Context: an optimization exercise on an open-source flow, tuned for small area, a short achievable clock period and few clock cycles per item. The choices shown serve that exercise and are no tape-out recipe. No functional check of the RTL was part of any run shown here. Power is estimated from default activity; no workload was simulated.

<file path="design/flow/design.v">
module block_relay (
    input             clk,
    input             rst,
    input             rx_valid,
    input      [7:0]  rx_data,
    output reg        rx_ready,
    output reg        tx_valid,
    output reg [7:0]  tx_data,
    input             tx_ready,
    input             dev_ev_valid,
    input             dev_ev_mount,    
    input      [31:0] dev_ev_bs,       
    output reg        blk_req_valid,
    output reg [31:0] blk_req_lba,
    input             blk_wr_en,
    input      [8:0]  blk_wr_addr,
    input      [7:0]  blk_wr_data,
    input             blk_done,
    output reg        fault_wr_idle,
    output reg        fault_done_idle
);
    localparam [31:0] PART_OFFSET = 32'd63;
    localparam [31:0] BLOCK_SIZE  = 32'd512;
    localparam [1:0] P_HEAD  = 2'd0,
                     P_MAGIC = 2'd1,
                     P_REQ   = 2'd2;
    localparam [2:0] R_IDLE  = 3'd0,
                     R_WAIT  = 3'd1,
                     R_DATA  = 3'd2,
                     R_CRCH  = 3'd3,
                     R_CRCL  = 3'd4,
                     R_ACKK  = 3'd5,
                     R_ACKO  = 3'd6;
    function [15:0] crc16_update;
        input [15:0] c;
        input [7:0]  b;
        integer k;
        reg [15:0] r;
        begin
            r = c ^ {b, 8'h00};
            for (k = 0; k < 8; k = k + 1)
                r = r[15] ? ((r << 1) ^ 16'h1021) : (r << 1);
            crc16_update = r;
        end
    endfunction
    reg dev_state;
    always @(posedge clk) begin
        if (rst)
            dev_state <= 1'b0;
        else if (dev_ev_valid) begin
            if (!dev_ev_mount)
                dev_state <= 1'b0;
            else if (dev_ev_bs == BLOCK_SIZE)
                dev_state <= 1'b1;
        end
    end
    reg        rxv_q;            
    reg  [7:0] rxb_q;            
    reg        rxdev_q;          
    reg  [1:0] pstate;
    reg  [1:0] pcnt;
    reg [31:0] lba_sh;           
    reg        cmd_valid;        
    reg        cmd_ack;          
    wire       is_52  = rxb_q == 8'h52;
    wire       is_2a  = rxb_q == 8'h2A;
    wire       is_5e  = rxb_q == 8'h5E;
    wire       p_ack  = rxv_q && pstate == P_MAGIC && is_5e;
    wire       p_req  = rxv_q && pstate == P_REQ && pcnt == 2'd3 && rxdev_q;
    wire       cmd_take;         
    wire       cmd_valid_nx = (cmd_valid && !cmd_take) || p_ack || p_req;
    always @(posedge clk) begin
        rxb_q <= rx_data;
        if (rst) begin
            rxv_q     <= 1'b0;
            rxdev_q   <= 1'b0;
            rx_ready  <= 1'b1;
            pstate    <= P_HEAD;
            pcnt      <= 2'd0;
            cmd_valid <= 1'b0;
            cmd_ack   <= 1'b0;
        end else begin
            rxv_q    <= rx_valid && rx_ready;
            rxdev_q  <= dev_state;
            rx_ready  <= !cmd_valid_nx;
            cmd_valid <= cmd_valid_nx;
            if (p_ack || p_req)
                cmd_ack <= p_ack;
            if (rxv_q) begin
                case (pstate)
                    P_REQ: begin
                        pcnt <= pcnt + 2'd1;
                        if (pcnt == 2'd3)
                            pstate <= P_HEAD;
                    end
                    default: begin
                        pcnt <= 2'd0;
                        if (pstate == P_MAGIC && is_5e)
                            pstate <= P_HEAD;
                        else if (is_52)
                            pstate <= P_REQ;
                        else if (is_2a)
                            pstate <= P_MAGIC;
                        else
                            pstate <= P_HEAD;
                    end
                endcase
            end
        end
    end
    always @(posedge clk)
        if (rxv_q && pstate == P_REQ)
            lba_sh <= {lba_sh[23:0], rxb_q};
    reg        busy;             
    reg        pend;             
    reg        wq_en;
    reg  [8:0] wq_addr;
    reg  [7:0] wq_data;
    reg        done_q;
    reg        blk_rdy;          
    reg [4095:0] blkbuf;         
    always @(posedge clk) begin
        wq_addr <= blk_wr_addr;
        wq_data <= blk_wr_data;
        if (rst) begin
            wq_en           <= 1'b0;
            done_q          <= 1'b0;
            fault_wr_idle   <= 1'b0;
            fault_done_idle <= 1'b0;
        end else begin
            wq_en           <= blk_wr_en && busy;
            done_q          <= blk_done && busy;
            fault_wr_idle   <= blk_wr_en && !busy;
            fault_done_idle <= blk_done && !busy;
        end
    end
    genvar gi;
    generate
        for (gi = 0; gi < 512; gi = gi + 1) begin : g_buf
            always @(posedge clk)
                if (wq_en && wq_addr == gi)
                    blkbuf[8*gi +: 8] <= wq_data;
        end
    endgenerate
    reg  [2:0] rstate;
    reg  [8:0] sidx;             
    reg  [6:0] rowptr;           
    reg        row_ok;           
    reg [63:0] row_reg;
    reg [15:0] crc;
    wire [63:0] row_rd  = blkbuf[rowptr[5:0]*64 +: 64];
    wire [7:0]  row_byte = row_reg[sidx[2:0]*8 +: 8];
    wire        tx_free = !tx_valid || tx_ready;
    wire        buf_free = !pend && !(rstate == R_DATA && !rowptr[6]);
    wire        issue_req = cmd_valid && !cmd_ack && buf_free;
    wire        issue_ack = cmd_valid && cmd_ack && !pend && rstate == R_IDLE;
    assign      cmd_take = issue_req || issue_ack;
    always @(posedge clk) begin
        if (rst) begin
            busy          <= 1'b0;
            pend          <= 1'b0;
            blk_rdy       <= 1'b0;
            blk_req_valid <= 1'b0;
            rstate        <= R_IDLE;
            tx_valid      <= 1'b0;
            row_ok        <= 1'b0;
        end else begin
            blk_req_valid <= issue_req;
            if (issue_req) begin
                busy <= 1'b1;
                pend <= 1'b1;
            end else if (blk_done && busy)
                busy <= 1'b0;
            if (done_q)
                blk_rdy <= 1'b1;
            if (tx_free)
                tx_valid <= 1'b0;
            case (rstate)
                R_IDLE: begin
                    if (issue_ack)
                        rstate <= R_ACKK;
                    else if (pend)
                        rstate <= R_WAIT;
                end
                R_WAIT: if (done_q || blk_rdy) begin
                    pend   <= 1'b0;
                    blk_rdy <= 1'b0;
                    row_ok <= 1'b0;
                    rstate <= R_DATA;
                end
                R_DATA: begin
                    if (!row_ok)
                        row_ok <= 1'b1;
                    else if (tx_free) begin
                        tx_valid <= 1'b1;
                        if (sidx == 9'd511)
                            rstate <= R_CRCH;
                    end
                end
                R_CRCH: if (tx_free) begin
                    tx_valid <= 1'b1;
                    rstate   <= R_CRCL;
                end
                R_CRCL: if (tx_free) begin
                    tx_valid <= 1'b1;
                    rstate   <= R_IDLE;
                end
                R_ACKK: if (tx_free) begin
                    tx_valid <= 1'b1;
                    rstate   <= R_ACKO;
                end
                R_ACKO: if (tx_free) begin
                    tx_valid <= 1'b1;
                    rstate   <= R_IDLE;
                end
                default: rstate <= R_IDLE;
            endcase
        end
    end
    always @(posedge clk) begin
        if (issue_req)
            blk_req_lba <= lba_sh + PART_OFFSET;
        if (rstate == R_WAIT) begin
            sidx   <= 9'd0;
            rowptr <= 7'd0;
            crc    <= 16'h0000;
        end
        if (rstate == R_DATA && (!row_ok || (tx_free && sidx[2:0] == 3'd7 && !rowptr[6]))) begin
            row_reg <= row_rd;
            rowptr  <= rowptr + 7'd1;
        end
        if (tx_free) begin
            case (rstate)
                R_DATA: if (row_ok) begin
                    tx_data <= row_byte;
                    crc     <= crc16_update(crc, row_byte);
                    sidx    <= sidx + 9'd1;
                end
                R_CRCH: tx_data <= crc[15:8];
                R_CRCL: tx_data <= crc[7:0];
                R_ACKK: tx_data <= 8'h4B;
                R_ACKO: tx_data <= 8'h4F;
                default: ;
            endcase
        end
    end
endmodule
</file>
<file path="design/flow/config.mk">
export PLATFORM = sky130hd
export DESIGN_NAME = block_relay
export DESIGN_NICKNAME = block_relay
export VERILOG_FILES = /design/flow/design.v
export SDC_FILE = /design/flow/constraint.sdc
export NUM_CORES = 4
export LEC_CHECK = 0
export CAP_MARGIN = 20
export CORE_MARGIN = 2
export CORE_UTILIZATION = 40
export SLEW_MARGIN = 20
</file>
<file path="design/flow/run.sh">
#!/bin/bash
# synth_recipe.tcl (not shown) runs the flow's synth.tcl, then flattens the netlist and writes it again
# the make line also repeats each setting of config.mk as NAME=value (left out here)
make -C /OpenROAD-flow-scripts/flow DESIGN_CONFIG=/design/flow/config.mk WORK_HOME=/design/flow/orfs CLKGATE_MAP_FILE= SYNTH_SCRIPT=/design/flow/synth_recipe.tcl finish
</file>
<file path="design/flow/constraint.sdc">
create_clock -name core_clock -period 10.0 [get_ports {clk}]
set_input_delay 2.0000 -clock core_clock [delete_from_list [all_inputs] [get_ports {clk}]]
set_output_delay 2.0000 -clock core_clock [all_outputs]
set_load 0.01 [all_outputs]
</file>
==> parameters.txt, run 1 <==
Parameter                              Value

Floorplanning
  Die Width ... 651.0 um
  Ports ... 110
  Die span in y ... 651.0 um
  CORE AREA ... 416600 um^2
  Area of the die ... 423900 um^2
  Std-Cell Rows ... between 200 and 250
  Starting utilization of the core area ... 40.20%

Logic synthesis
  Synth Area in Adders ... 0.05080%
  Number of synthesized register bits ... 4312
  Cell area after synthesis ... approximately 170000 um^2
  Multiplexer share of the synthesized area ... between 15 and 20%
  Synth Flop Type ... edfxtp_1
  Ys async rst share ... 0%
  Post-synthesis instance total ... between 7000 and 8000
  Number of distinct standard cells referenced by the synthesized netlist ... 59
  Cell accounting for the most synthesized area ... edfxtp_1
  Compound-cell area share of the yosys netlist ... 2.252%
  Top cell type's share of synthesized area ... 76.01%
  Count of synthesis-stage warnings from yosys ... 1
  Fraction of the yosys area taken by sequential cells ... 76.88%
  Area fraction in and, or, nand and nor cells after synthesis ... 2.681%
  Share of the synthesized netlist area taken by xor and xnor gates ... 0.3474%
  Biggest area contributors in the synthesized netlist ... edfxtp_1 (76%), mux4_2 (14%), mux2i_1 (1.6%)
  Largest family of logic cells by synthesized area ... multiplexers
  Nets in the synthesized netlist ... 8006
  Average cell area after synthesis ... 21.10 um^2
  Number of synthesized flops with an enable pin ... around 4200

Clock tree
  Skew-Pair Late Insertion Delay ... 0.99 ns
  Clock root cell ... clkbuf_16
  Resized Gates After CTS ... 0
  Maximum count of clock buffers along a single path ... 4
  Clock tree from TritonCTS ... done
  Hold buffer count at CTS ... 0
  Cts bufs inserted ... 428
  Clk pin slew, worst setup/hold paths ... around 0.060 ns
  Total setup buffers inserted after CTS ... 0
  # H-tree levels ... 5
  Clock sink count ... 4312

Detailed routing
  Final antenna-violating net count ... 0
  Post-route DRC ... 0
  Total via count in the routed design ... 79060
  Average wire per standard cell ... 28.84 um
  Starting DRC count in detailed routing ... 8237
  Number of detailed-route iterations in the first pass ... 6
  Total detailed-routing wirelength ... 403100 um
  Via count normalized by instance count ... 5.656

Cells and area
  Post-route cell area ... 188200 um^2
  Number of flip-flops in the largest register ... 4096
  Most common cell after layout, fill and taps aside ... edfxtp_1
  Area overhead of the layout relative to synthesis ... 12.39%
  Number of non-filler instances in the completed layout ... 13980
  Fraction of final layout cells with drive strength greater than 1 ... 23.08%
  Final layout net count ... around 8000
  Commonest cells after routing, fill and taps aside ... edfxtp_1 (4239), mux4_2 (1034), nor2_1 (694), clkbuf_16 (430), a21oi_1 (275)

Global routing
  Global route overflow ... 0
  First-pass GRT wire length ... about 580000 um
  Largest net degree at the start of global routing ... 190
  Vias in the first global route ... 80910
  Total global routing track utilization ... 18.72%
  Antenna violations before repair ... 15

Setup path
  Capture point of the worst reg-to-reg path ... row_reg[63]
  Cell class contributing the biggest share of worst-path delay ... buffers and inverters
  Worst reg2reg startpoint ... rowptr[0]
  Critical path, cell by cell ... buf_12 > buf_4 > mux4_2 > nor2b_1 > a211oi_1 > a21oi_1 > a221o_1
  Slowest-stage cell, CP ... edfxtp_1
  R2R setup slack ... 5.43 ns
  Number of buffer and inverter instances along the worst setup path ... 2
  CP Data Required Time ... 10.69 ns
  Arr. time, crit path ... 5.26 ns
  Maximum fanout along the worst path ... 75
  Element type at the critical path end ... flop
  Category of the critical setup timing path ... reg2reg
  Kind of launch point of the worst setup path ... flop
  Worst stage delay on the critical path ... 1.05 ns
  Cell depth of the worst flop-to-flop path ... 7

STA
  Headroom to the max-slew limit ... 10.59%
  Hold violation count in the final report ... 0
  Total negative slack ... 0 ns
  Tightest Pin Transition ... 1.341 ns
  WHS ... approximately 0.47 ns
  Clock period minus worst slack ... 4.571 ns
  Crit share post-route ... 45.71%
  Highest Clock Rate ... 218.8 MHz
  Unrepaired setup endpoints after global routing ... false
  Largest clock skew in the final design ... 0.05633 ns
  Final setup fails ... 0
  Slew Viols, Final ... 0

Min path
  Worst Hold Endpoint ... lba_sh[4]
  Type of the worst min-delay path ... reg2reg
  Start point of the worst hold path ... rxb_q[4]
  WHS Path Cells ... 0

Run
  Max-cap violation count ... 0

Placement
  Cell area reported after detailed placement ... 174800 um^2
  Post-DP HPWL ... ~230000 um
  Count of input and output buffers ... 109
  Placed Instances ... 13190
  Global placer's final weighted congestion ... 0.8022

Power
  Leakage power figure ... around 58 nW
  Worst VDD drop ... 0.0001841 V
  Pwr per Cell Area ... 221.7 nW/um^2

Run status
  Result of the run ... finished clean
[how the worst max path moves through the flow]
stage,start,endpoint,slack [ns],depth (start not counted)
final,rowptr[0],row_reg[63],5.43,7
after global routing,rowptr[0],row_reg[58],5.17,7
after CTS,rowptr[0],row_reg[50],5.34,7
after detailed placement,tx_ready,row_reg[32],4.64,6
after global placement,tx_ready,row_reg[36],4.70,6
after floorplan,wq_data[0],blkbuf[0],2.00,0
[routing by layer]
layer | up-vias | routed length, um | GRT usage [%]
met5 | - | 36 | 0
met4 | 6 | 12430 | 5.539
met1 | 42530 | 167100 | 25.86
li1 | 33230 | - | -
met2 | 2749 | 196200 | 30.62
met3 | 541 | 27330 | 3.163
[logic make-up (layout without fill, tap and decap cells)]
family | after synthesis | count (layout)
adder cells (fa/ha/maj) | 7 | 7
AO/OA/AOI/OAI | 590 | 590
XOR/XNOR | 61 | 61
other | 0 | 11
AND/OR/NAND/NOR | 1030 | 1030
flip-flops | 4312 | 4312
buffers and inverters | 500 | 1035
multiplexers | 1435 | 1435
[stage by stage]
stage / utilization (%) / setup WS, ns / power [W]
6_report: 45.18 / 5.429 / 0.04172
5_1_grt: 45.17 / 5.174 / 0.04305
4_1_cts: 45.15 / 5.338 / 0.04209
3_5_place_dp: 41.96 / 4.640 / 0.02674
3_3_place_gp: 41.96 / 4.702 / 0.02668
2_1_floorplan: - / 1.996 / 0.02497
[layout make-up]
cell class	instances	area [um^2]
well taps	5497	6878
clock inverters	259	2238
flip-flops and latches	4312	128800
clock buffers	516	11080
fillers	34450	228400
multi-input cells	3123	36650
inverters	14	53.80
diodes	11	27.53
repair buffers	246	2505
[synth_stat cells, types with 11 or more instances]
cell type and n:
inv_1 12, edfxtp_1 4239, and3_1 16, nor2_1 695, a211oi_1 140, buf_2 100, nand4_1 11, nor2b_1 145
a21oi_1 275, xor2_1 25, nand2_1 83, dfxtp_1 73, o21ai_0 21, buf_1 39, mux2i_1 261, mux4_2 1034
o22ai_1 69, buf_4 33, nand3_1 35, mux2_2 133, clkbuf_1 301, a221o_1 64, xnor2_1 32, buf_6 13
[power breakdown]
| part | switching (W) | total, W | leakage (nW) | internal [W] |
|---|---|---|---|---|
| Clock | 0.00678 | 0.0154 | 6.50 | 0.00867 |
| Sequential | 0.000102 | 0.0200 | 38.7 | 0.0199 |
| Combinational | 0.00353 | 0.00626 | 12.4 | 0.00272 |
==> inputs of run 2 (changes only) <==
--- a/design/flow/design.v
+++ b/design/flow/design.v
@@ -144,14 +144,25 @@
     endgenerate
     reg  [2:0] rstate;
     reg  [8:0] sidx;             
-    reg  [6:0] rowptr;           
+    reg [63:0] rowsel;           
+    reg        rows_done;        
     reg        row_ok;           
     reg [63:0] row_reg;
     reg [15:0] crc;
-    wire [63:0] row_rd  = blkbuf[rowptr[5:0]*64 +: 64];
+    wire [63:0] row_rd;
+    genvar gj;
+    generate
+        for (gj = 0; gj < 64; gj = gj + 1) begin : g_rd
+            wire [63:0] col;
+            for (gi = 0; gi < 64; gi = gi + 1) begin : g_col
+                assign col[gi] = blkbuf[64*gi + gj];
+            end
+            assign row_rd[gj] = |(col & rowsel);
+        end
+    endgenerate
     wire [7:0]  row_byte = row_reg[sidx[2:0]*8 +: 8];
     wire        tx_free = !tx_valid || tx_ready;
-    wire        buf_free = !pend && !(rstate == R_DATA && !rowptr[6]);
+    wire        buf_free = !pend && !(rstate == R_DATA && !rows_done);
     wire        issue_req = cmd_valid && !cmd_ack && buf_free;
     wire        issue_ack = cmd_valid && cmd_ack && !pend && rstate == R_IDLE;
     assign      cmd_take = issue_req || issue_ack;
@@ -164,7 +175,12 @@
             rstate        <= R_IDLE;
             tx_valid      <= 1'b0;
             row_ok        <= 1'b0;
+            rows_done     <= 1'b0;
         end else begin
+            if (rstate == R_WAIT)
+                rows_done <= 1'b0;
+            else if (rstate == R_DATA && rowsel[63] && (!row_ok || (tx_free && sidx[2:0] == 3'd7)))
+                rows_done <= 1'b1;
             blk_req_valid <= issue_req;
             if (issue_req) begin
                 busy <= 1'b1;
@@ -222,12 +238,12 @@
             blk_req_lba <= lba_sh + PART_OFFSET;
         if (rstate == R_WAIT) begin
             sidx   <= 9'd0;
-            rowptr <= 7'd0;
+            rowsel <= 64'd1;
             crc    <= 16'h0000;
         end
-        if (rstate == R_DATA && (!row_ok || (tx_free && sidx[2:0] == 3'd7 && !rowptr[6]))) begin
+        if (rstate == R_DATA && (!row_ok || (tx_free && sidx[2:0] == 3'd7 && !rows_done))) begin
             row_reg <= row_rd;
-            rowptr  <= rowptr + 7'd1;
+            rowsel  <= {rowsel[62:0], 1'b0};
         end
         if (tx_free) begin
             case (rstate)
--- a/design/flow/config.mk
+++ b/design/flow/config.mk
@@ -7,5 +7,5 @@
 export LEC_CHECK = 0
 export CAP_MARGIN = 20
 export CORE_MARGIN = 2
-export CORE_UTILIZATION = 40
+export CORE_UTILIZATION = 60
 export SLEW_MARGIN = 20
==> run 2 against run 1 <==
  * Still clean on timing, DRC and antenna
  * Synthesized area decreased by 5.7%
  * Synthesized cell count increased by 4.9%
  * Register-to-register slack improved by 0.82 ns
  * Sequential power about the same
  * Hold slack got worse by 0.034 ns
  * Largest cell class unchanged
==> parameters.txt, run 2 <==
Parameter                              Value

Setup path
  Number of buffer and inverter instances along the worst setup path ... 1 (was 2)
  Maximum fanout along the worst path ... 4 (was 75)
  Kind of launch point of the worst setup path ... flop (unchanged)
  Arr. time, crit path ... 1.88 ns (was 5.26 ns)
  Critical path depth in cells ... 1 (was 7)
  CP Data Required Time ... 8.00 ns (was 10.69 ns)
  Critical path, cell by cell ... clkdlybuf4s50_1 (was buf_12 > buf_4 > mux4_2 > nor2b_1 > a211oi_1 > a21oi_1 > a221o_1)
  Slowest-stage cell, CP ... clkdlybuf4s50_1 (was edfxtp_1)
  Cell class contributing the biggest share of worst-path delay ... buffers and inverters (unchanged)
  Element type at the critical path end ... output pin (was flop)
  Worst stage delay on the critical path ... 0.55 ns (was 1.05 ns)
  Cell depth of the worst flop-to-flop path ... 3 (was 7)
  Category of the critical setup timing path ... reg2out (was reg2reg)

STA
  WHS ... 0.4330 ns (was 0.4666 ns)
  Slew Viols, Final ... 0 (unchanged)
  Hold violation count in the final report ... 0 (unchanged)
  Tightest Pin Transition ... 1.324 ns (was 1.341 ns)
  Highest Clock Rate ... 258.0 MHz (was 218.8 MHz)
  Final setup fails ... 0 (unchanged)
  Unrepaired setup endpoints after global routing ... false (unchanged)
  Largest clock skew in the final design ... 0.03248 ns (was 0.05633 ns)
  Total negative slack ... 0 ns (unchanged)
  Headroom to the max-slew limit ... 11.44% (was 10.59%)
  Crit share post-route ... 38.76% (was 45.71%)
  Clock period minus worst slack ... 3.876 ns (was 4.571 ns)

Placement
  Count of input and output buffers ... 109 (unchanged)
  Post-DP HPWL ... 364100 um (was 233400 um)
  Global placer's final weighted congestion ... 0.9466 (was 0.8022)

Cells and area
  Number of flip-flops in the largest register ... 4096 (unchanged)
  Area overhead of the layout relative to synthesis ... 13.47% (was 12.39%)
  Commonest cells after routing, fill and taps aside ... edfxtp_1 (4295), a221oi_1 (1026), a22o_1 (1025), clkbuf_16 (438), buf_4 (430) (was edfxtp_1 (4239), mux4_2 (1034), nor2_1 (694), clkbuf_16 (430), a21oi_1 (275))
  Register area ... 130500 um^2 (was 128800 um^2)
  Most common cell after layout, fill and taps aside ... edfxtp_1 (unchanged)
  Util after Layout ... 68.37% (was 45.18%)
  Final layout net count ... 8825 (was 8196)
  Fill cell count ... 17170 (was 34450)
  Fraction of final layout cells with drive strength greater than 1 ... 13.89% (was 23.08%)
  Multi-input logic area ... 25730 um^2 (was 36650 um^2)

Logic synthesis
  Number of synthesized register bits ... 4370 (was 4312)
  Synth Flop Type ... edfxtp_1 (unchanged)
  Cell area after synthesis ... 157900 um^2 (was 167500 um^2)
  Count of synthesis-stage warnings from yosys ... 1 (unchanged)
  Average cell area after synthesis ... 18.98 um^2 (was 21.10 um^2)
  Fraction of the yosys area taken by sequential cells ... 82.63% (was 76.88%)
  Nets in the synthesized netlist ... 8390 (was 8006)
  Ys async rst share ... 0% (unchanged)
  Number of synthesized flops with an enable pin ... 4295 (was 4239)
  Top post-synthesis cells by count ... edfxtp_1 (4295), a221oi_1 (1026), a22o_1 (1025), nor2_1 (567), clkbuf_1 (403) (was edfxtp_1 (4239), mux4_2 (1034), nor2_1 (695), clkbuf_1 (301), a21oi_1 (275))
  Post-synthesis instance total ... 8320 (was 7935)
  Number of distinct standard cells referenced by the synthesized netlist ... 58 (was 59)
  Most numerous cell in the Yosys netlist ... edfxtp_1 (unchanged)
  Biggest area contributors in the synthesized netlist ... edfxtp_1 (82%), a221oi_1 (5.7%), a22o_1 (5.7%) (was edfxtp_1 (76%), mux4_2 (14%), mux2i_1 (1.6%))
  Cell accounting for the most synthesized area ... edfxtp_1 (unchanged)
  Top cell type's share of synthesized area ... 81.68% (was 76.01%)

Detailed routing
  Post-route DRC ... 0 (unchanged)
  Average wire per standard cell ... 48.28 um (was 28.84 um)
  Number of detailed-route iterations in the first pass ... 6 (unchanged)
  Total via count in the routed design ... 98650 (was 79060)
  Via count normalized by instance count ... 7.788 (was 5.656)
  Final antenna-violating net count ... 0 (unchanged)
  Starting DRC count in detailed routing ... 20830 (was 8237)
  Total detailed-routing wirelength ... 611500 um (was 403100 um)

Clock tree
  # H-tree levels ... 5 (unchanged)
  Clk pin slew, worst setup/hold paths ... 0.06 ns (about the same)
  Hold buffer count at CTS ... 0 (unchanged)
  Maximum count of clock buffers along a single path ... 4 (unchanged)
  Total setup buffers inserted after CTS ... 0 (unchanged)
  Clock root cell ... clkbuf_16 (unchanged)
  Cts bufs inserted ... 429 (was 428)
  Skew-Pair Late Insertion Delay ... 0.98 ns (was 0.99 ns)
  Clock sink count ... 4370 (was 4312)
  Resized Gates After CTS ... 0 (unchanged)
  Clock tree from TritonCTS ... done (unchanged)

Floorplanning
  Die span in y ... 517.0 um (was 651.0 um)
  Std-Cell Rows ... 188 (was 237)
  Starting utilization of the core area ... 60.26% (was 40.20%)
  Ports ... 110 (unchanged)
  Area of the die ... 267300 um^2 (was 423900 um^2)
  CORE AREA ... 262000 um^2 (was 416600 um^2)
  Die Width ... 517.0 um (was 651.0 um)

Global routing
  Antenna violations before repair ... 59 (was 15)
  Total global routing track utilization ... 45.50% (was 18.72%)
  Global route overflow ... 0 (unchanged)
  First-pass GRT wire length ... 804500 um (was 581800 um)
  Largest net degree at the start of global routing ... 202 (was 190)
  Vias in the first global route ... 91100 (was 80910)

Power
  Leakage power figure ... 55.98 nW (was 57.55 nW)
  Pwr per Cell Area ... 204.6 nW/um^2 (was 221.7 nW/um^2)
  Worst VDD drop ... 0.0001550 V (was 0.0001841 V)

Run
  Max-cap violation count ... 0 (unchanged)

Min path
  WHS Path Cells ... 2 (was 0)
  Type of the worst min-delay path ... reg2reg (unchanged)

Run status
  Result of the run ... finished clean (unchanged)
[run 2: cell types whose count changed after synthesis, sizes merged, moves of 134 or more]
cell | previous run | this run
a21oi | 275 | 24
nand4 | 11 | 268
a211oi | 140 | 6
a221oi | 1 | 1028
a22o | 0 | 1025
mux2i | 263 | 14
mux4 | 1038 | 10
[run 2: final cells by class]
type                    count  area share (%)
repair buffers            565           2.675
multi-input cells        3376           14.36
clock buffers             548           6.370
diodes                     36         0.05028
well taps                3515           2.455
inverters                  13         0.02724
clock inverters           244           1.221
flip-flops and latches   4370           72.84
[run 2: path summary, 6_finish.rpt]
kind,from,end,slack [ns]
setup / recovery,tx_valid,tx_valid,6.12
setup reg to reg,wq_addr[5],blkbuf[892],6.25
hold reg to reg,rx_ready,rxv_q,0.43
hold / removal,rx_ready,rxv_q,0.43
[run 2: power by group]
part           leakage (nW)  internal [W]  switching, W  total [W]
combinational          10.3      0.000106      0.000444   0.000550
sequential             39.0        0.0201     0.0000779     0.0202
clock                  6.64       0.00897       0.00696     0.0159
[run 2: through the flow]
step	total power, W	setup WS, ns	instances	instance area, um^2
after floorplan	0.02090	1.996	8320	157900
after global placement	0.02107	5.091	11820	165000
after detailed placement	0.02109	5.324	11830	165300
after CTS	0.03653	6.078	12620	178900
after global routing	0.03723	6.046	12640	179100
final	0.03667	6.124	12670	179200
[run 2: logic make-up (layout without fill, tap and decap cells)]
family / count (synthesis) / count (layout) / share of synthesized area [%]
AOI/OAI and AO/OA: 2134 / 2134 / 11.73
xor gates and xnor gates: 54 / 54 / 0.3621
muxes: 28 / 28 / 0.2726
other: 0 / 36 / 0
buffers and inverters: 574 / 1370 / 1.391
and+or+nand+nor: 1155 / 1155 / 3.573
adders and majority gates: 5 / 5 / 0.03962
DFF: 4370 / 4370 / 82.63
[run 2: layer usage]
layer  share of wire [%]  vias up  track usage (%)  routed length, um
met1                  33    50300            61.77             204600
li1                    -    36310                -                  -
met3                  16     2074            14.45              99410
met2                  43     9926            65.23             262800
met4                 7.3       34            26.68              44560
met5               0.035        -                0                216
==> inputs of run 3 (changes only) <==
==> design/flow/design.v (replaced) <==
module block_relay (
    input             clk,
    input             rst,
    input             rx_valid,
    input      [7:0]  rx_data,
    output            rx_ready,
    output            tx_valid,
    output     [7:0]  tx_data,
    input             tx_ready,
    input             dev_ev_valid,
    input             dev_ev_mount,    
    input      [31:0] dev_ev_bs,       
    output reg        blk_req_valid,
    output reg [31:0] blk_req_lba,
    input             blk_wr_en,
    input      [8:0]  blk_wr_addr,
    input      [7:0]  blk_wr_data,
    input             blk_done,
    output reg        fault_wr_idle,
    output reg        fault_done_idle
);
    localparam [31:0] PART_OFFSET = 32'd63;
    localparam [31:0] BLOCK_SIZE  = 32'd512;
    localparam [3:0] S_HEAD   = 4'd0,
                     S_MAGIC  = 4'd1,
                     S_REQ    = 4'd2,
                     S_WAIT   = 4'd3,
                     S_STREAM = 4'd4,
                     S_CRC_HI = 4'd5,
                     S_CRC_LO = 4'd6,
                     S_ACK_K  = 4'd7,
                     S_ACK_O  = 4'd8;
    reg  [3:0]  state;
    reg         dev_state;
    reg         st_busy;
    reg  [1:0]  req_cnt;
    reg  [23:0] req_hi;
    reg  [8:0]  st_idx;
    reg  [15:0] st_crc;
    reg  [7:0]  blkbuf [0:511];
    function [15:0] crc16_update;
        input [15:0] c;
        input [7:0]  b;
        integer k;
        reg [15:0] r;
        begin
            r = c ^ {b, 8'h00};
            for (k = 0; k < 8; k = k + 1)
                r = r[15] ? ((r << 1) ^ 16'h1021) : (r << 1);
            crc16_update = r;
        end
    endfunction
    wire [7:0] rd_byte = blkbuf[st_idx];
    assign rx_ready = (state == S_HEAD) || (state == S_MAGIC) || (state == S_REQ);
    wire   rx_take  = rx_valid && rx_ready;
    assign tx_valid = (state == S_STREAM) || (state == S_CRC_HI) || (state == S_CRC_LO) ||
                      (state == S_ACK_K)  || (state == S_ACK_O);
    assign tx_data  = (state == S_STREAM) ? rd_byte :
                      (state == S_CRC_HI) ? st_crc[15:8] :
                      (state == S_CRC_LO) ? st_crc[7:0] :
                      (state == S_ACK_K)  ? 8'h4B :
                      (state == S_ACK_O)  ? 8'h4F : 8'h00;
    wire   tx_take  = tx_valid && tx_ready;
    always @(posedge clk) begin
        if (blk_wr_en && st_busy)
            blkbuf[blk_wr_addr] <= blk_wr_data;
    end
    always @(posedge clk) begin
        if (rst) begin
            state           <= S_HEAD;
            dev_state       <= 1'b0;
            st_busy         <= 1'b0;
            req_cnt         <= 2'd0;
            req_hi          <= 24'd0;
            st_idx          <= 9'd0;
            st_crc          <= 16'd0;
            blk_req_valid   <= 1'b0;
            blk_req_lba     <= 32'd0;
            fault_wr_idle   <= 1'b0;
            fault_done_idle <= 1'b0;
        end else begin
            blk_req_valid   <= 1'b0;
            fault_wr_idle   <= blk_wr_en && !st_busy;
            fault_done_idle <= blk_done && !st_busy;
            if (dev_ev_valid) begin
                if (!dev_ev_mount)
                    dev_state <= 1'b0;
                else if (dev_ev_bs == BLOCK_SIZE)
                    dev_state <= 1'b1;
            end
            case (state)
                S_HEAD, S_MAGIC: if (rx_take) begin
                    if (state == S_MAGIC && rx_data == 8'h5E)
                        state <= S_ACK_K;
                    else if (rx_data == 8'h52) begin
                        state   <= S_REQ;
                        req_cnt <= 2'd0;
                    end else if (rx_data == 8'h2A)
                        state <= S_MAGIC;
                    else
                        state <= S_HEAD;
                end
                S_REQ: if (rx_take) begin
                    req_cnt <= req_cnt + 2'd1;
                    req_hi  <= {req_hi[15:0], rx_data};
                    if (req_cnt == 2'd3) begin
                        if (dev_state) begin
                            blk_req_lba   <= {req_hi, rx_data} + PART_OFFSET;
                            blk_req_valid <= 1'b1;
                            st_busy       <= 1'b1;
                            state         <= S_WAIT;
                        end else begin
                            state <= S_HEAD;
                        end
                    end
                end
                S_WAIT: if (blk_done) begin
                    st_busy <= 1'b0;
                    st_idx  <= 9'd0;
                    st_crc  <= 16'h0000;
                    state   <= S_STREAM;
                end
                S_STREAM: if (tx_take) begin
                    st_crc <= crc16_update(st_crc, rd_byte);
                    st_idx <= st_idx + 9'd1;
                    if (st_idx == 9'd511)
                        state <= S_CRC_HI;
                end
                S_CRC_HI: if (tx_take) state <= S_CRC_LO;
                S_CRC_LO: if (tx_take) state <= S_HEAD;
                S_ACK_K:  if (tx_take) state <= S_ACK_O;
                S_ACK_O:  if (tx_take) state <= S_HEAD;
                default:  state <= S_HEAD;
            endcase
        end
    end
endmodule
--- a/design/flow/config.mk
+++ b/design/flow/config.mk
@@ -7,5 +7,5 @@
 export LEC_CHECK = 0
 export CAP_MARGIN = 20
 export CORE_MARGIN = 2
-export CORE_UTILIZATION = 60
+export CORE_UTILIZATION = 40
 export SLEW_MARGIN = 20
==> run 3 against run 2 <==
  * Sequential power decreased by 4%
  * Clock power decreased by 3%
  * Synthesized cell count about the same
  * Clock skew increased by 0.014 ns
  * Register-to-register slack got worse by 2.5 ns
==> parameters.txt, run 3 <==
Parameter                              Value

Setup path
  CP Data Required Time ... 8.00 ns (about the same)
  Arr. time, crit path ... 7.28 ns (was 1.88 ns)
  Critical path, cell by cell ... buf_12 > buf_12 > mux4_2 > a22o_1 > a21oi_1 > nand4_1 > a211oi_2 > o22ai_1 > a221oi_1 > o21ai_0 > clkdlybuf4s50_1 (was clkdlybuf4s50_1)
  Category of the critical setup timing path ... reg2out (unchanged)
  Worst stage delay on the critical path ... 0.97 ns (was 0.55 ns)
  Kind of launch point of the worst setup path ... flop (unchanged)
  Most frequent CP cell ... buf_12
  Maximum fanout along the worst path ... 73 (was 4)
  Slowest-stage cell, CP ... a211oi_2 (was clkdlybuf4s50_1)
  Element type at the critical path end ... output pin (unchanged)

STA
  Highest Clock Rate ... 107.7 MHz (was 258.0 MHz)
  Crit share post-route ... 92.81% (was 38.76%)
  Unrepaired setup endpoints after global routing ... false (unchanged)
  Final setup fails ... 0 (unchanged)
  Post-layout worst setup margin ... 0.7188 ns (was 6.124 ns)
  Tightest Pin Transition ... 1.374 ns (was 1.324 ns)
  WHS ... 0.4638 ns (was 0.4330 ns)
  Slew Viols, Final ... 0 (unchanged)
  Headroom to the max-slew limit ... 8.404% (was 11.44%)
  Hold violation count in the final report ... 0 (unchanged)
  Total negative slack ... 0 ns (unchanged)
  Largest clock skew in the final design ... 0.04604 ns (was 0.03248 ns)
  Clock period minus worst slack ... 9.281 ns (was 3.876 ns)

Clock tree
  Total setup buffers inserted after CTS ... 0 (unchanged)
  Maximum count of clock buffers along a single path ... 4 (unchanged)
  Clock tree from TritonCTS ... done (unchanged)
  Hold buffer count at CTS ... 0 (unchanged)
  Clock sink count ... 4197 (was 4370)
  Cts bufs inserted ... 415 (was 429)
  Resized Gates After CTS ... 0 (unchanged)
  Clock root cell ... clkbuf_16 (unchanged)
  Skew-Pair Late Insertion Delay ... 0.96 ns (was 0.98 ns)
  # H-tree levels ... 5 (unchanged)
  Clk pin slew, worst setup/hold paths ... 0.06 ns (about the same)

Global routing
  Global-route met1 utilization ... 30.60% (was 61.77%)
  Global route overflow ... 0 (unchanged)
  Most congested layer reported by global routing ... met2 (unchanged)
  Antenna violations before repair ... 26 (was 59)
  Largest net degree at the start of global routing ... 203 (was 202)
  Met3 layer usage reported by global route ... 4.118% (was 14.45%)
  Global Route met2 Usage ... 34.67% (was 65.23%)
  Vias in the first global route ... 84250 (was 91100)
  First-pass GRT wire length ... 655700 um (was 804500 um)
  Total global routing track utilization ... 22.03% (was 45.50%)

Detailed routing
  Number of detailed-route iterations in the first pass ... 8 (was 6)
  Total detailed-routing wirelength ... 469300 um (was 611500 um)
  Average wire per standard cell ... 32.73 um (was 48.28 um)
  Final antenna-violating net count ... 0 (unchanged)
  Starting DRC count in detailed routing ... 11860 (was 20830)
  Post-route DRC ... 0 (unchanged)
  Via count normalized by instance count ... 5.961 (was 7.788)
  Total via count in the routed design ... 85480 (was 98650)

Logic synthesis
  Average cell area after synthesis ... 19.86 um^2 (was 18.98 um^2)
  Top post-synthesis cells by count ... edfxtp_1 (4096), mux4_2 (798), nor2_1 (717), mux2i_1 (567), nand2_1 (296) (was edfxtp_1 (4295), a221oi_1 (1026), a22o_1 (1025), nor2_1 (567), clkbuf_1 (403))
  Compound-cell area share of the yosys netlist ... 3.494% (was 11.73%)
  Fraction of the yosys area taken by sequential cells ... 75.71% (was 82.63%)
  Ys async rst share ... 0% (unchanged)
  Synth Area in Adders ... 0.03788% (was 0.03962%)
  Number of distinct standard cells referenced by the synthesized netlist ... 96 (was 58)
  Number of synthesized flops with an enable pin ... 4096 (was 4295)
  Synth Flop Type ... edfxtp_1 (unchanged)
  Biggest area contributors in the synthesized netlist ... edfxtp_1 (74%), mux4_2 (11%), mux2i_1 (3.4%) (was edfxtp_1 (82%), a221oi_1 (5.7%), a22o_1 (5.7%))
  Cell accounting for the most synthesized area ... edfxtp_1 (unchanged)
  Share of the synthesized netlist area taken by xor and xnor gates ... 0.3985% (was 0.3621%)
  Cell area after synthesis ... 165100 um^2 (was 157900 um^2)
  Multiplexer share of the synthesized area ... 14.77% (was 0.2726%)
  Top cell type's share of synthesized area ... 74.48% (was 81.68%)
  Nets in the synthesized netlist ... 8384 (was 8390)
  Number of synthesized register bits ... 4197 (was 4370)
  Most numerous cell in the Yosys netlist ... edfxtp_1 (unchanged)
  Post-synthesis instance total ... 8314 (was 8320)
  Count of synthesis-stage warnings from yosys ... 1 (unchanged)
  Largest family of logic cells by synthesized area ... multiplexers (was compound AO/OA/AOI/OAI gates)
  Area fraction in and, or, nand and nor cells after synthesis ... 3.376% (was 3.573%)

Floorplanning
  Std-Cell Rows ... 235 (was 188)
  Die span in y ... 646.5 um (was 517.0 um)
  Ports ... 110 (unchanged)
  CORE AREA ... 410500 um^2 (was 262000 um^2)
  Starting utilization of the core area ... 40.23% (was 60.26%)
  Area of the die ... 418000 um^2 (was 267300 um^2)
  Die Width ... 646.5 um (was 517.0 um)

Run status
  Result of the run ... finished clean (unchanged)

Cells and area
  Number of non-filler instances in the completed layout ... 14340 (was 12670)
  Final layout net count ... 8603 (was 8825)
  Most common cell after layout, fill and taps aside ... edfxtp_1 (unchanged)
  Area overhead of the layout relative to synthesis ... 12.06% (was 13.47%)
  Register with the highest flop count ... blkbuf
  Commonest cells after routing, fill and taps aside ... edfxtp_1 (4096), mux4_2 (798), nor2_1 (711), mux2i_1 (567), clkbuf_16 (421) (was edfxtp_1 (4295), a221oi_1 (1026), a22o_1 (1025), clkbuf_16 (438), buf_4 (430))
  Number of flip-flops in the largest register ... 4096 (unchanged)
  Fraction of final layout cells with drive strength greater than 1 ... 19.47% (was 13.89%)

Run
  Max-cap violation count ... 0 (unchanged)

Power
  Leakage power figure ... 54.81 nW (was 55.98 nW)
  Pwr per Cell Area ... 189.4 nW/um^2 (was 204.6 nW/um^2)
  Sum of internal, switching and leakage power ... 0.03504 W (was 0.03667 W)
  Worst VDD drop ... 0.0001431 V (was 0.0001550 V)

Min path
  Type of the worst min-delay path ... reg2reg (unchanged)

Placement
  Global placer's final weighted congestion ... 0.8745 (was 0.9466)
  Placement Setup Slack ... 2.003 ns (was 5.324 ns)
  Post-DP HPWL ... 283700 um (was 364100 um)
  Count of input and output buffers ... 109 (unchanged)
  Placed Instances ... 13570 (was 11830)
run 3: cell types whose count changed after synthesis, moves of 150 or more:
cell	change
clkbuf_1	-190
nand4_1	-232
mux2i_1	+554
nand2_1	+208
a22o_1	-993
a22oi_1	+172
a221oi_1	-932
nor2_1	+150
edfxtp_1	-199
mux4_2	+790
run 3: critical path: cells and delay by family (launching register included):
family | cells | cell delay, ns
flip-flops | 1 | 0.88
AO/OA/AOI/OAI | 6 | 2.63
AND/OR/NAND/NOR | 1 | 0.55
buffers and inverters | 3 | 1.36
multiplexers | 1 | 0.59
run 3: per-layer routing:
layer | vias to the layer above | wire [um]
met5 | - | 27
met4 | 4 | 19270
met3 | 812 | 42430
met2 | 4401 | 219400
met1 | 45680 | 188200
li1 | 34580 | -
run 3: cell type report:
cell class / count / area [um^2]
antenna: 8 / 20.02
clock buffer: 516 / 10950
clock inverter: 249 / 2268
fill: 34570 / 225400
inverter: 11 / 53.80
multi-input combinational: 3587 / 36770
sequential: 4197 / 125000
tap: 5451 / 6820
timing repair buffer: 321 / 3127
run 3: per-stage QoR:
stage	utilization (%)	area, um^2
global route	45.08	185000
floorplan	-	165100
CTS	45.07	185000
global placement	41.82	171600
finish	45.08	185100
detailed placement	41.85	171800
run 3: cells by family (layout without fill, tap and decap cells):
group / after synthesis / count (layout)
fa+ha+maj: 5 / 5
mux: 1417 / 1417
other cells: 0 / 8
buf+inv: 530 / 1097
compound gates: 806 / 806
simple gates: 1300 / 1300
flops: 4197 / 4197
xor+xnor: 59 / 59
run 3: final timing paths:
path                                     start              to  slack, ns  cells after the start
worst max-delay path                      flop      tx_data[3]       0.72                     11
worst min-delay path            blk_req_lba[6]  blk_req_lba[6]       0.46                      2
worst max register to register            flop      st_crc[15]       3.79                     12
worst min register to register  blk_req_lba[6]  blk_req_lba[6]       0.46                      2
run 3: where the power goes:
group / internal (W) / switching, W
Clock: 0.00866 / 0.00670
Sequential: 0.0193 / 0.00000101
Combinational: 0.0000484 / 0.000342

re-timing with driven ports:
No port has a modelled driver above. Below, the same layouts with a new extraction and two added sets of constraints. Step 1 (the two cells are an assumption about what drives the block):
set clk [get_ports {clk}]
set_driving_cell -lib_cell sky130_fd_sc_hd__clkbuf_16 $clk
set_driving_cell -lib_cell sky130_fd_sc_hd__buf_2 [delete_from_list [all_inputs] $clk]
Step 2, shift: input delay + t, output delay - t, t = (earliest + latest rising clock arrival at the registers) / 2. This alone moves slack from input paths to output paths. a / b / c = ideal / step 1 / step 2; a / b = the first two.
run | t, ns | setup slack, ns | worst register clock-pin slew, ns
run 1 | 1.066 | 5.429 / 5.429 / 4.697 | 0.07 / 0.07
run 2 | 1.082 | 6.124 / 6.013 / 5.266 | 0.07 / 0.07
run 3 | 1.061 | 0.719 / 0.600 / 1.661 | 0.07 / 0.07
After both steps setup and hold are still met in every run listed. For run 2, which loses most, drivers alone change the setup slack by -0.111 ns; drivers and shift together by -0.858 ns.
